Context: an optimization exercise on an open-source flow, tuned for small area, a short achievable clock period and few clock cycles. The choices shown serve that exercise and are no tape-out recipe.
Function was checked by simulation only, so behaviour that the tests miss may differ from the original.

==> config.mk <==
export PLATFORM = sky130hd
export DESIGN_NAME = dab_fv
export DESIGN_NICKNAME = dab_fv
export VERILOG_FILES = /design/flow/design.v
export SDC_FILE = /design/flow/constraint.sdc
export NUM_CORES = 4
export LEC_CHECK = 0
export CAP_MARGIN = 30
export CELL_PAD_IN_SITES_DETAIL_PLACEMENT = 1
export CELL_PAD_IN_SITES_GLOBAL_PLACEMENT = 2
export CORE_MARGIN = 2
export CORE_UTILIZATION = 20
export PLACE_DENSITY = 0.45
export SLEW_MARGIN = 40
==> constraint.sdc <==
create_clock -name core_clock -period 12.0 [get_ports {clk}]
set_input_delay 2.4000 -clock core_clock [delete_from_list [all_inputs] [get_ports {clk}]]
set_output_delay 2.4000 -clock core_clock [all_outputs]
set_load 0.01 [all_outputs]
==> design.v <==
module dab_fv (
    input  wire        clk,
    input  wire        rst,           
    input  wire        req_valid,
    output wire        req_ready,
    input  wire [31:0] req_cw,
    input  wire [63:0] req_opa,
    input  wire [63:0] req_opb,
    output reg         rsp_valid,
    output reg  [3:0]  rsp_status,
    output reg  [63:0] rsp_res
);
    localparam ST_OK         = 4'd0;
    localparam ST_OVERFLOW   = 4'd1;
    localparam ST_UNDERFLOW  = 4'd2;
    localparam ST_RANGE      = 4'd3;
    localparam ST_LENMISM    = 4'd4;
    localparam ST_ILL_CMD    = 4'd8;
    localparam ST_ILL_OPND   = 4'd9;
    localparam ST_ILL_STATE  = 4'd10;
    localparam C_RDSR = 0, C_WR = 1, C_RD = 2, C_PEEK = 3, C_REM = 4, C_BRST = 5,
               C_SLICE = 6, C_CCOMP = 7, C_CVER = 8, C_FCFG = 9, C_FNEW = 10,
               C_LATCH = 11, C_COMMIT = 12, C_FIBRD = 13, C_MCFG = 14, C_MPARSE = 15;
    localparam K_LATCH = 2'd0;
    localparam K_COMP  = 2'd1;
    localparam K_VER   = 2'd2;
    localparam K_MSC   = 2'd3;
    function [15:0] crc64;
        input [15:0] c;
        input [63:0] d;
        integer k;
        reg [15:0] r;
        begin
            r = c;
            for (k = 63; k >= 0; k = k - 1)
                r = {r[14:0], 1'b0} ^ ((r[15] ^ d[k]) ? 16'h1021 : 16'h0000);
            crc64 = r;
        end
    endfunction
    function [15:0] crc_init;
        input [2:0] p;
        begin
            case (p)
                3'd0: crc_init = 16'hFFFF;
                3'd1: crc_init = 16'h1E0C;
                3'd2: crc_init = 16'h84CF;
                3'd3: crc_init = 16'h2D71;
                3'd4: crc_init = 16'h5437;
                3'd5: crc_init = 16'hDA3E;
                3'd6: crc_init = 16'hF125;
                default: crc_init = 16'h8DB1;
            endcase
        end
    endfunction
    reg         rdy;
    assign req_ready = rdy;
    wire        take = req_valid & rdy & ~rst;
    wire [31:0] icw = req_cw;
    wire [15:0] i_cmd;
    assign i_cmd[C_RDSR]   = (icw & 32'hFFFFFF00) == 32'h01000000;
    assign i_cmd[C_WR]     = (icw & 32'hFFFFFF00) == 32'h10000000;
    assign i_cmd[C_RD]     = (icw & 32'hFF7FFF00) == 32'h11000000;
    assign i_cmd[C_PEEK]   = (icw & 32'hFF7FFF00) == 32'h12000000;
    assign i_cmd[C_REM]    = (icw & 32'hFF7FFFFF) == 32'h13000000;
    assign i_cmd[C_BRST]   = icw == 32'h14000000;
    assign i_cmd[C_SLICE]  = icw == 32'h15000000;
    assign i_cmd[C_CCOMP]  = icw == 32'h20000000;
    assign i_cmd[C_CVER]   = (icw & 32'hFFFF0000) == 32'h21000000;
    assign i_cmd[C_FCFG]   = (icw & 32'hFFFFFF00) == 32'h30000000;
    assign i_cmd[C_FNEW]   = icw == 32'h31000000;
    assign i_cmd[C_LATCH]  = icw == 32'h32000000;
    assign i_cmd[C_COMMIT] = icw == 32'h33000000;
    assign i_cmd[C_FIBRD]  = (icw & 32'hFFFFFCE0) == 32'h34000000;
    assign i_cmd[C_MCFG]   = (icw & 32'hFFFFFE00) == 32'h38000000;
    assign i_cmd[C_MPARSE] = (icw & 32'hFFFFFF00) == 32'h39000000;
    wire [7:0]  iw    = icw[7:0];
    wire [6:0]  i_n   = req_opb[9:3];                  
    wire [2:0]  i_pad = 3'd0 - i_n[2:0];
    wire [4:0]  i_q   = ({1'b0, i_n[6:3]}) + {4'd0, (i_n[2:0] != 3'd0)};
    wire i_multi = i_cmd[C_LATCH] | i_cmd[C_MPARSE] |
                   ((i_cmd[C_CCOMP] | i_cmd[C_CVER]) & (i_n[6:3] != 4'd0) & (i_n != 7'd8));
    reg         q_valid;
    reg  [15:0] q_cmd;
    reg  [15:0] q_cw;            
    reg         q_t;             
    reg         q_wbad;          
    reg  [63:0] q_opa;
    reg         q_opa_hi;        
    reg  [9:0]  q_opb;
    reg         q_opb_hi;        
    reg  [10:0] q_sum;           
    reg  [8:0]  q_s;             
    reg  [2:0]  q_pad;           
    reg  [4:0]  q_q;             
    always @(posedge clk) begin
        q_valid  <= take;
        q_cmd    <= i_cmd;
        q_cw     <= icw[15:0];
        q_t      <= icw[23];
        q_wbad   <= (iw == 8'd0) || (iw > 8'd64);
        q_opa    <= req_opa;
        q_opa_hi <= |req_opa[63:10];
        q_opb    <= req_opb[9:0];
        q_opb_hi <= |req_opb[63:10];
        q_sum    <= {1'b0, req_opa[9:0]} + {1'b0, req_opb[9:0]};
        q_s      <= req_opa[8:0] - {3'd0, i_pad, 3'd0};
        q_pad    <= i_pad;
        q_q      <= i_q;
    end
    reg [511:0] bb;                    
    reg [9:0]  bbwr, bbrd, bbrem;      
    reg        vwvalid;
    reg [9:0]  vwbase, vwlen, vwrd;
    reg [9:0]  vwabs, vwrem;           
    reg [2:0]  fibcount;
    reg [1:0]  fstate;
    reg [2:0]  fibn;
    reg [255:0] fibmem [0:3];          
    reg [7:0]  sc_cfgd;
    reg [7:0]  sc_hc;
    reg [9:0]  sc_plen [0:7];          
    reg        msc_present;
    reg [2:0]  msc_subch;
    reg [9:0]  msc_base, msc_len;
    reg        msc_hascrc;
    reg [3:0]  fibvalid;
    reg        framevalid;
    reg        latch_v;                
    reg        msc_valid;
    reg [3:0]  op_left;                
    reg [1:0]  op_kind;
    reg [8:0]  ptr;
    reg [15:0] op_exp;
    reg [1:0]  op_slot;
    reg [1:0]  lj;
    wire opc  = op_left != 4'd0;       
    wire cons = q_valid & ~opc;        
    wire [7:0]  imm      = q_cw[7:0];
    wire [6:0]  w7       = imm[6:0];
    wire        range_bad = q_opa_hi | q_opb_hi | (q_sum > {1'b0, bbwr});
    wire [10:0] wr_end   = {1'b0, bbwr} + {4'd0, w7};
    wire        wr_ovf   = wr_end > 11'd512;
    wire        rd_under = q_t ? ({3'd0, w7} > vwrem) : ({3'd0, w7} > bbrem);
    wire [8:0]  rd_base  = q_t ? vwabs[8:0] : bbrd[8:0];
    wire [8:0]  rd_x     = rd_base + {3'b111, 6'd0} + {1'b0, imm};    
    wire [2:0]  sid    = imm[2:0];
    wire        sid_ok = imm[7:3] == 5'd0;
    wire [9:0]  p_len  = sc_plen[sid];
    wire        p_hc   = sc_hc[sid];
    wire [10:0] p_end  = {1'b0, p_len} + 11'd16;
    wire [6:0]  m_n    = p_len[9:3] + 7'd2;                
    wire [2:0]  m_pad  = 3'd0 - m_n[2:0];
    wire [3:0]  m_q    = m_n[6:3] + {3'd0, (m_n[2:0] != 3'd0)};
    wire [8:0]  m_x    = vwbase[8:0] - {3'd0, m_pad, 3'd0};
    reg [10:0] sr_value;                
    always @(*) begin
        case (imm[3:0])
            4'd0:  sr_value = 11'd512;
            4'd1:  sr_value = {1'b0, bbwr};
            4'd2:  sr_value = {1'b0, bbrd};
            4'd3:  sr_value = {10'd0, vwvalid};
            4'd4:  sr_value = {1'b0, vwbase};
            4'd5:  sr_value = {1'b0, vwlen};
            4'd6:  sr_value = {1'b0, vwrd};
            4'd7:  sr_value = {8'd0, fibcount};
            4'd8:  sr_value = {6'd0, fibn, fstate};
            4'd9:  sr_value = {msc_subch, 5'd0, 1'b0, msc_hascrc, msc_present};
            4'd10: sr_value = {1'b0, msc_base};
            4'd11: sr_value = {1'b0, msc_len};
            default: sr_value = 11'd0;
        endcase
    end
    wire        wr_go = cons & q_cmd[C_WR] & ~q_wbad & ~wr_ovf;
    wire [5:0]  wr_r  = bbwr[5:0] + imm[5:0] - 6'd1;       
    wire [5:0]  wr_m  = ~wr_r;
    wire [63:0] opa_rev;
    genvar gk;
    generate
        for (gk = 0; gk < 64; gk = gk + 1) begin : g_orev
            assign opa_rev[gk] = q_opa[63-gk];
        end
    endgenerate
    wire [127:0] wr_dbl = {opa_rev, opa_rev};
    wire [95:0]  wr5 = wr_m[5] ? wr_dbl[127:32] : wr_dbl[95:0];
    wire [79:0]  wr4 = wr_m[4] ? wr5[95:16] : wr5[79:0];
    wire [71:0]  wr3 = wr_m[3] ? wr4[79:8]  : wr4[71:0];
    wire [67:0]  wr2 = wr_m[2] ? wr3[71:4]  : wr3[67:0];
    wire [65:0]  wr1 = wr_m[1] ? wr2[67:2]  : wr2[65:0];
    wire [63:0]  wr_rot = wr_m[0] ? wr1[65:1] : wr1[63:0];
    wire [63:0]  wr_ge = {64{1'b1}} << bbwr[5:0];           
    integer wk, wt;
    always @(posedge clk) begin
        for (wk = 0; wk < 8; wk = wk + 1)
            for (wt = 0; wt < 64; wt = wt + 1)
                if (wr_go && (wr_ge[wt] ? (bbwr[8:6] == wk)
                                        : (bbwr[8:6] != 3'd7 && bbwr[8:6] + 3'd1 == wk)))
                    bb[64*wk + wt] <= wr_rot[wt];
    end
    reg        f_v, f_rsp;
    reg [3:0]  f_st;
    reg [10:0] f_res;
    reg        f_rd, f_fib, f_chunk, f_first, f_last;
    reg [1:0]  f_kind;
    reg [8:0]  f_x;
    reg [6:0]  f_keep;
    reg [2:0]  f_pad;
    reg [15:0] f_exp;
    reg [1:0]  f_slot, f_j;
    reg        f_sr8, f_sr9, f_commit, f_ficnew, f_bbrst, f_mscimm;
    reg [3:0] left_nx;
    integer i;
    always @(posedge clk) begin
        f_v      <= 1'b0;
        f_rsp    <= 1'b0;
        f_st     <= ST_OK;
        f_res    <= 11'd0;
        f_rd     <= 1'b0;
        f_fib    <= 1'b0;
        f_chunk  <= 1'b0;
        f_first  <= 1'b0;
        f_last   <= 1'b0;
        f_kind   <= op_kind;
        f_x      <= ptr;
        f_keep   <= 7'd64;
        f_pad    <= 3'd0;
        f_exp    <= op_exp;
        f_slot   <= op_slot;
        f_j      <= lj;
        f_sr8    <= 1'b0;
        f_sr9    <= 1'b0;
        f_commit <= 1'b0;
        f_ficnew <= 1'b0;
        f_bbrst  <= 1'b0;
        f_mscimm <= 1'b0;
        if (rst) begin
            rdy         <= 1'b1;
            op_left     <= 4'd0;
            bbwr        <= 10'd0;
            bbrd        <= 10'd0;
            bbrem       <= 10'd0;
            vwvalid     <= 1'b0;
            vwbase      <= 10'd0;
            vwlen       <= 10'd0;
            vwrd        <= 10'd0;
            vwabs       <= 10'd0;
            vwrem       <= 10'd0;
            fibcount    <= 3'd0;
            fstate      <= 2'd0;
            fibn        <= 3'd0;
            sc_cfgd     <= 8'd0;
            sc_hc       <= 8'd0;
            for (i = 0; i < 8; i = i + 1)
                sc_plen[i] <= 10'd0;
            msc_present <= 1'b0;
            msc_subch   <= 3'd0;
            msc_base    <= 10'd0;
            msc_len     <= 10'd0;
            msc_hascrc  <= 1'b0;
        end else begin
            left_nx = 4'd0;
            if (opc) begin
                left_nx  = op_left - 4'd1;
                f_v      <= 1'b1;
                f_chunk  <= 1'b1;
                f_last   <= op_left == 4'd1;
                f_rsp    <= op_left == 4'd1;
                ptr      <= ptr + 9'd64;
                lj       <= lj + 2'd1;
            end else if (q_valid) begin
                f_v   <= 1'b1;
                f_rsp <= 1'b1;
                if (q_cmd[C_RDSR]) begin
                    if (imm > 8'd11) f_st <= ST_ILL_OPND;
                    else begin
                        f_res <= sr_value;
                        f_sr8 <= imm[3:0] == 4'd8;
                        f_sr9 <= imm[3:0] == 4'd9;
                    end
                end else if (q_cmd[C_WR]) begin
                    if (q_wbad)      f_st <= ST_ILL_OPND;
                    else if (wr_ovf) f_st <= ST_OVERFLOW;
                    else begin
                        bbwr  <= wr_end[9:0];
                        bbrem <= bbrem + {3'd0, w7};
                    end
                end else if (q_cmd[C_RD] | q_cmd[C_PEEK]) begin
                    if (q_wbad)                 f_st <= ST_ILL_OPND;
                    else if (q_t && !vwvalid)   f_st <= ST_ILL_STATE;
                    else if (rd_under)          f_st <= ST_UNDERFLOW;
                    else begin
                        f_rd   <= 1'b1;
                        f_x    <= rd_x;
                        f_keep <= w7;
                        if (q_cmd[C_RD]) begin
                            if (q_t) begin
                                vwrd  <= vwrd + {3'd0, w7};
                                vwabs <= vwabs + {3'd0, w7};
                                vwrem <= vwrem - {3'd0, w7};
                            end else begin
                                bbrd  <= bbrd + {3'd0, w7};
                                bbrem <= bbrem - {3'd0, w7};
                            end
                        end
                    end
                end else if (q_cmd[C_REM]) begin
                    if (q_t && !vwvalid) f_st  <= ST_ILL_STATE;
                    else if (q_t)        f_res <= {1'b0, vwrem};
                    else                 f_res <= {1'b0, bbrem};
                end else if (q_cmd[C_BRST]) begin
                    bbwr        <= 10'd0;
                    bbrd        <= 10'd0;
                    bbrem       <= 10'd0;
                    vwvalid     <= 1'b0;
                    vwbase      <= 10'd0;
                    vwlen       <= 10'd0;
                    vwrd        <= 10'd0;
                    vwabs       <= 10'd0;
                    vwrem       <= 10'd0;
                    msc_present <= 1'b0;
                    msc_subch   <= 3'd0;
                    msc_base    <= 10'd0;
                    msc_len     <= 10'd0;
                    msc_hascrc  <= 1'b0;
                    f_bbrst     <= 1'b1;
                end else if (q_cmd[C_SLICE]) begin
                    if (range_bad) f_st <= ST_RANGE;
                    else begin
                        vwvalid <= 1'b1;
                        vwbase  <= q_opa[9:0];
                        vwlen   <= q_opb;
                        vwrd    <= 10'd0;
                        vwabs   <= q_opa[9:0];
                        vwrem   <= q_opb;
                    end
                end else if (q_cmd[C_CCOMP] | q_cmd[C_CVER]) begin
                    if (q_opb[2:0] != 3'd0) f_st <= ST_ILL_OPND;
                    else if (range_bad)     f_st <= ST_RANGE;
                    else begin
                        f_chunk <= 1'b1;
                        f_first <= 1'b1;
                        f_last  <= q_q[3:0] <= 4'd1;
                        f_rsp   <= q_q[3:0] <= 4'd1;
                        f_kind  <= q_cmd[C_CCOMP] ? K_COMP : K_VER;
                        f_x     <= q_s;
                        f_keep  <= (q_q == 5'd0) ? 7'd0 : 7'd64 - {1'b0, q_pad, 3'd0};
                        f_pad   <= q_pad;
                        f_exp   <= q_cw;
                        op_kind <= q_cmd[C_CCOMP] ? K_COMP : K_VER;
                        op_exp  <= q_cw;
                        ptr     <= q_s + 9'd64;
                        if (q_q[3:0] > 4'd1) begin
                            f_rsp   <= 1'b0;
                            left_nx = q_q[3:0] - 4'd1;
                        end
                    end
                end else if (q_cmd[C_FCFG]) begin
                    if (imm != 8'd3 && imm != 8'd4)          f_st <= ST_ILL_OPND;
                    else if (fstate != 2'd0 || fibn != 3'd0)  f_st <= ST_ILL_STATE;
                    else fibcount <= imm[2:0];
                end else if (q_cmd[C_FNEW]) begin
                    fstate   <= 2'd0;
                    fibn     <= 3'd0;
                    f_ficnew <= 1'b1;
                end else if (q_cmd[C_LATCH]) begin
                    if (fibcount == 3'd0)        f_st <= ST_ILL_STATE;
                    else if (fstate != 2'd0)     f_st <= ST_ILL_STATE;
                    else if (bbrem < 10'd256)    f_st <= ST_UNDERFLOW;
                    else begin
                        f_rsp   <= 1'b0;
                        f_chunk <= 1'b1;
                        f_first <= 1'b1;
                        f_kind  <= K_LATCH;
                        f_x     <= bbrd[8:0];
                        f_slot  <= fibn[1:0];
                        f_j     <= 2'd0;
                        op_kind <= K_LATCH;
                        op_slot <= fibn[1:0];
                        ptr     <= bbrd[8:0] + 9'd64;
                        lj      <= 2'd1;
                        left_nx = 4'd3;
                        bbrd    <= bbrd + 10'd256;
                        bbrem   <= bbrem - 10'd256;
                        fstate  <= 2'd1;
                    end
                end else if (q_cmd[C_COMMIT]) begin
                    if (fstate != 2'd1) f_st <= ST_ILL_STATE;
                    else begin
                        f_commit <= 1'b1;
                        f_slot   <= fibn[1:0];
                        fibn     <= fibn + 3'd1;
                        fstate   <= (fibn + 3'd1 < fibcount) ? 2'd0 : 2'd2;
                    end
                end else if (q_cmd[C_FIBRD]) begin
                    if ({1'b0, q_cw[9:8]} >= fibn) f_st <= ST_ILL_STATE;
                    else begin
                        f_fib <= 1'b1;
                        f_res <= {4'd0, q_cw[9:8], q_cw[4:0]};
                    end
                end else if (q_cmd[C_MCFG]) begin
                    if (!sid_ok)                            f_st <= ST_ILL_OPND;
                    else if (q_cw[8] && q_opa[2:0] != 3'd0) f_st <= ST_ILL_OPND;
                    else begin
                        sc_cfgd[sid] <= 1'b1;
                        sc_hc[sid]   <= q_cw[8];
                        sc_plen[sid] <= q_opa_hi ? 10'd1023 : q_opa[9:0];
                    end
                end else if (q_cmd[C_MPARSE]) begin
                    if (!sid_ok)                 f_st <= ST_ILL_OPND;
                    else if (!sc_cfgd[sid])      f_st <= ST_ILL_STATE;
                    else if (!vwvalid)           f_st <= ST_ILL_STATE;
                    else if (vwlen < p_len)      f_st <= ST_LENMISM;
                    else begin
                        msc_present <= 1'b1;
                        msc_subch   <= sid;
                        msc_base    <= vwbase;
                        msc_len     <= p_len;
                        msc_hascrc  <= p_hc;
                        if (!p_hc || {1'b0, vwlen} < p_end) begin
                            f_mscimm <= 1'b1;
                            f_res    <= {10'd0, !p_hc};
                        end else begin
                            f_chunk <= 1'b1;
                            f_first <= 1'b1;
                            f_last  <= m_q == 4'd1;
                            f_rsp   <= m_q == 4'd1;
                            f_kind  <= K_MSC;
                            f_x     <= m_x;
                            f_keep  <= 7'd64 - {1'b0, m_pad, 3'd0};
                            f_pad   <= m_pad;
                            op_kind <= K_MSC;
                            ptr     <= m_x + 9'd64;
                            left_nx = m_q - 4'd1;
                        end
                    end
                end else begin
                    f_st <= ST_ILL_CMD;
                end
            end
            op_left <= left_nx;
            rdy     <= ~(take & i_multi) & (left_nx <= 4'd1);
        end
    end
    reg [127:0] pair;
    always @(*) begin
        case (f_x[8:6])
            3'd0: pair = {bb[127:64],  bb[63:0]};
            3'd1: pair = {bb[191:128], bb[127:64]};
            3'd2: pair = {bb[255:192], bb[191:128]};
            3'd3: pair = {bb[319:256], bb[255:192]};
            3'd4: pair = {bb[383:320], bb[319:256]};
            3'd5: pair = {bb[447:384], bb[383:320]};
            3'd6: pair = {bb[511:448], bb[447:384]};
            default: pair = {bb[63:0], bb[511:448]};
        endcase
    end
    wire [95:0] sh5 = f_x[5] ? pair[127:32] : pair[95:0];
    wire [79:0] sh4 = f_x[4] ? sh5[95:16]   : sh5[79:0];
    wire [71:0] sh3 = f_x[3] ? sh4[79:8]    : sh4[71:0];
    wire [67:0] sh2 = f_x[2] ? sh3[71:4]    : sh3[67:0];
    wire [65:0] sh1 = f_x[1] ? sh2[67:2]    : sh2[65:0];
    wire [63:0] sh0 = f_x[0] ? sh1[65:1]    : sh1[63:0];
    wire [63:0] rd_word;
    generate
        for (gk = 0; gk < 64; gk = gk + 1) begin : g_rev
            assign rd_word[63-gk] = sh0[gk];
        end
    endgenerate
    wire [63:0] keep_mask = ~({64{1'b1}} << f_keep);
    wire [255:0] fib_sel  = fibmem[f_res[6:5]];
    wire [63:0]  fib_word = fib_sel[255 - {f_res[4:3], 6'd0} -: 64];
    wire [7:0]   fib_byte = fib_word[63 - {f_res[2:0], 3'd0} -: 8];
    integer fk, fj;
    always @(posedge clk) begin
        for (fk = 0; fk < 4; fk = fk + 1)
            for (fj = 0; fj < 4; fj = fj + 1)
                if (f_v && f_chunk && f_kind == K_LATCH && f_slot == fk && f_j == fj)
                    fibmem[fk][255 - 64*fj -: 64] <= rd_word;
    end
    reg        g_v, g_rsp;
    reg [3:0]  g_st;
    reg [63:0] g_data;
    reg        g_chunk, g_first, g_last, g_empty;
    reg [1:0]  g_kind;
    reg [2:0]  g_pad;
    reg [15:0] g_exp;
    reg [1:0]  g_slot;
    reg        g_sr8, g_sr9, g_commit, g_ficnew, g_bbrst, g_mscimm;
    always @(posedge clk) begin
        g_v      <= f_v & ~rst;
        g_rsp    <= f_rsp;
        g_st     <= f_st;
        g_data   <= f_fib ? {56'd0, fib_byte}
                  : (f_rd | f_chunk) ? (rd_word & keep_mask) : {53'd0, f_res};
        g_chunk  <= f_chunk;
        g_first  <= f_first;
        g_last   <= f_last;
        g_empty  <= f_keep == 7'd0;
        g_kind   <= f_kind;
        g_pad    <= f_pad;
        g_exp    <= f_exp;
        g_slot   <= f_slot;
        g_sr8    <= f_sr8;
        g_sr9    <= f_sr9;
        g_commit <= f_commit;
        g_ficnew <= f_ficnew;
        g_bbrst  <= f_bbrst;
        g_mscimm <= f_mscimm;
    end
    reg  [15:0] crc;
    wire [15:0] crc_nx  = crc64(g_first ? crc_init(g_pad) : crc, g_data);
    wire [15:0] crc_fin = g_empty ? 16'hFFFF : crc_nx;
    wire        crc_ok  = crc_nx == 16'd0;
    always @(posedge clk) begin
        rsp_valid <= 1'b0;
        if (rst) begin
            fibvalid   <= 4'd0;
            framevalid <= 1'b1;
            msc_valid  <= 1'b0;
        end else if (g_v) begin
            rsp_valid  <= g_rsp;
            rsp_status <= g_st;
            rsp_res    <= g_data;
            if (g_chunk) begin
                crc <= crc_nx;
                if (g_last) begin
                    case (g_kind)
                        K_LATCH: begin
                            rsp_res <= 64'd0;
                            latch_v <= crc_ok;
                        end
                        K_COMP:  rsp_res <= {48'd0, crc_fin};
                        K_VER:   rsp_res <= {63'd0, crc_fin == g_exp};
                        default: begin
                            rsp_res   <= {63'd0, crc_ok};
                            msc_valid <= crc_ok;
                        end
                    endcase
                end
            end
            if (g_sr8) rsp_res[9:5] <= {framevalid, fibvalid};
            if (g_sr9) rsp_res[2]   <= msc_valid;
            if (g_commit) begin
                rsp_res              <= {63'd0, latch_v};
                fibvalid[g_slot]     <= latch_v;
                framevalid           <= framevalid & latch_v;
            end
            if (g_ficnew) begin
                fibvalid   <= 4'd0;
                framevalid <= 1'b1;
            end
            if (g_bbrst)  msc_valid <= 1'b0;
            if (g_mscimm) msc_valid <= g_data[0];
        end
    end
endmodule
==> run.sh <==
#!/bin/bash
# synth_recipe.tcl (not shown) runs the flow's synth.tcl, then flattens the netlist and writes it again
# the make line also repeats each setting of config.mk as NAME=value (left out here)
make -C /OpenROAD-flow-scripts/flow DESIGN_CONFIG=/design/flow/config.mk WORK_HOME=/design/flow/orfs CLKGATE_MAP_FILE= SYNTH_SCRIPT=/design/flow/synth_recipe.tcl finish
==> qor.txt <==
# IOs = 233
Full die area = 560000 um2
Seq cells post-synth = 2162
Unrepaired setup endpoints after global routing = false
Crit path capture type = flop
Vias = 82900
Row count = 273
Net Count, Synth = 10200
Drt pass-1 iters = 7
Synth top cells by count = nor2_1 (1747), edfxtp_1 (1732), a21oi_1 (964), mux2i_1 (707), clkbuf_1 (638)
CP Max Fanout = 14
Clock buffer depth = 4
Yosys Warn Count = 2
Total GRT Usage = 0.178
Worst skew pair latency = 0.99 ns
Final setup fails = 0
Crit path DAT = 7.99 ns
Gate Count Post-Synth = 9832
CTS tree = yes
Post_cts resized = 0
Setup Buffers After CTS = 0
Area occupied by registers = 60700 um2
Number of flops mapped to enable cells by yosys = 1732
Synthesis-to-layout area growth = 19.9%
Synth Area in Compound Gates = 0.128
Area of the multi-input gates = 48200 um2
Critical path class = reg -> reg
H-tree Lvls = 5
Vias/cell = 4.76
Max Slew Vio Count = 0
Fill count = 61100
Largest net degree at the start of global routing = 176
Clock period minus worst slack = 7.10 ns
Post-Synth XOR/XNOR Area = 0.0310
GRT Residual Overflow = 0
Post-synth top flop = edfxtp_1
Hold_buf cts = 0
Worst Hold Launch = op_exp[8]
Remaining DRCs = 0
DP Wirelength = 349000 um
Final wirelength = 516000 um
Fin Setup TNS = 0 ns
CTS Root Cell = clkbuf_16
Fin nets = 10200
Outcome = complete, no violations
Vias in the first global route = 86200
Sequential area share after synthesis = 0.547
Simple-gate share of the synthesized area = 0.110
Share of layout cells above drive strength 1 = 0.144
Starting Density = 0.201
Antenna-violating nets left = 0
Initial antenna violation count = 55
Worst slew margin = 0.373
Die X = 748 um
Area contributors post-synth = edfxtp_1 (47%), dfxtp_1 (7.8%), mux2i_1 (6.4%)
Synth top area share = 0.469
Area of the mapped netlist = 111000 um2
Largest family of logic cells by synthesized area = multiplexers
Syn avg cell area = 11.3 um2
Post-Layout Inst Area = 133000 um2
Peak Freq = 0.141 GHz
Clk slew on worst S/H paths = 0.07 ns
Tightest Hold Check Type = reg -> reg
Number of port buffers = 232
Mux share of post-synthesis cell area = 0.133
FFs w/ async S/R, synth = 0
Worst reg2reg path startpoint = g_pad[2]
Die H = 748 um
Tightest Pin Transition = 0.915 ns
Final hold vios = 0
Core area = 552000 um2
Num CTS Buffers = 276
Worst setup SP type = flop
Max Cap Viol = 0
GP Congestion = 0.834
DR WL/cell = 29.6 um
Area post-placement = 124000 um2
Count of cell types in the netlist = 92
Worst Path Required = 12.89 ns
Crit share post-route = 0.592
Initial DRC count = 6553
Cell taking the most area after synthesis = edfxtp_1
Global-route wire length before repair = 713000 um
Most common cell in the synthesized netlist = nor2_1
Worst Clk Skew = 0.108 ns
Area share of fa/ha/maj cells after synthesis = 0.0193
Critical path origin = g_pad[2]
CTS sink count = 2162
==> placed cells by master (no fill, tap or decap), types with 99 or more instances in the layout <==
cell type	Yosys	layout
nor2_1	1747	1703
mux2i_1	707	604
xnor2_1	159	154
a22oi_1	107	107
a221oi_1	126	126
a21oi_1	964	954
nor3_1	115	99
inv_1	142	137
o21ai_0	314	302
edfxtp_1	1732	1732
clkdlybuf4s50_1	0	231
buf_4	0	298
nand2_1	516	498
mux2_2	173	173
a211oi_1	113	111
clkbuf_16	0	287
o22ai_1	127	126
mux4_2	252	252
dfxtp_1	430	409
ha_1	152	146
==> cells by family (layout without fill, tap and decap cells) <==
logic type	after synthesis	in the layout
flip-flops	2162	2162
multiplexers	1132	1132
buffers and inverters	930	1223
AO/OA/AOI/OAI	2274	2274
other	0	16
XOR/XNOR	290	290
AND/OR/NAND/NOR	2880	2880
adder cells (fa/ha/maj)	164	164
==> layer usage <==
layer / GRT usage / share of wire
met2: 0.299 / 0.47
met4: 0.0389 / 0.023
met3: 0.0185 / 0.040
met5: 0 / 0.000052
met1: 0.248 / 0.47
==> final timing paths <==
path | end | cells after the start | slack, ns
worst min-delay path | g_exp[8] | 0 | 0.26
worst max-delay path | msc_valid | 17 | 4.90
worst max register to register | msc_valid | 17 | 4.90
worst min register to register | g_exp[8] | 0 | 0.26
==> flip-flops by register name, summed over array words and instances, names as in the netlist, 11 cells and up <==
name     count
fibmem    1024
bb         512
sc_plen     80
g_data      64
rsp_res     64
q_opa       61
crc         16
g_exp       16
op_exp      16
q_cmd       16
q_cw        16
f_res       11
q_sum       11
==> worst max-delay path: stages, from the launching register on <==
cell	delay (ns)
dfxtp_1	0.58
or3b_4	0.45
a31oi_4	0.28
xor2_4	0.27
xnor3_2	0.52
xnor2_4	0.30
xnor3_1	0.40
xor2_1	0.35
xnor3_2	0.47
xnor2_1	0.34
xnor3_1	0.67
or2_2	0.39
and2_1	0.22
or4_1	0.59
a2111oi_2	0.58
nor3b_1	0.28
a21oi_1	0.06
a311oi_1	0.28
==> cell type report <==
cell class | instances | share of cell area
sequential | 2162 | 0.457
multi-input combinational | 6740 | 0.363
tap | 7287 | 0.0686
clock buffer | 370 | 0.0578
timing repair buffer | 577 | 0.0401
clock inverter | 123 | 0.00925
inverter | 153 | 0.00437
antenna | 16 | 0.000301
==> stage by stage <==
step | setup slack (ns) | hold WS [ns] | utilization | instances
floorplan | 5.25 | 0.310 | - | 9832
global route | 4.48 | 0.264 | 0.241 | 17400
global placement | 4.57 | 0.319 | 0.222 | 16900
finish | 4.90 | 0.263 | 0.241 | 17400
detailed placement | 4.87 | 0.313 | 0.224 | 16900
CTS | 4.86 | 0.248 | 0.240 | 17400
Testbench counts, summed over its fixed seeds: cycles 5,384.

port drivers added, routing unchanged:
The flow's constraints put no driver on any port. The routed layout listed below was extracted and timed again, unchanged, in two steps.
Step 1, drivers: a clkbuf_16 drives clk and a buf_2 each remaining input, both assumed.
Step 2 adds t to the input delays and takes it off the output delays; t is the mean of the earliest and latest rising clock arrival at the registers after step 1. Input paths then give back, and output paths get back, about the clock's delay inside the block.
Slacks: no drivers / after step 1 / after step 2; pairs: no drivers / after step 1.
t, ns: 1.055
setup WS [ns]: 4.896 / 4.896 / 4.896
worst hold slack (ns): 0.263 / 0.263 / 0.263
clock arrival spread, ns: 0.108 / 0.108
cell pins on the clock port's net: 1
After both steps setup and hold are still met in this run. The setup slack of this run moves by 0.000 ns with the drivers and by 0.000 ns with both steps.
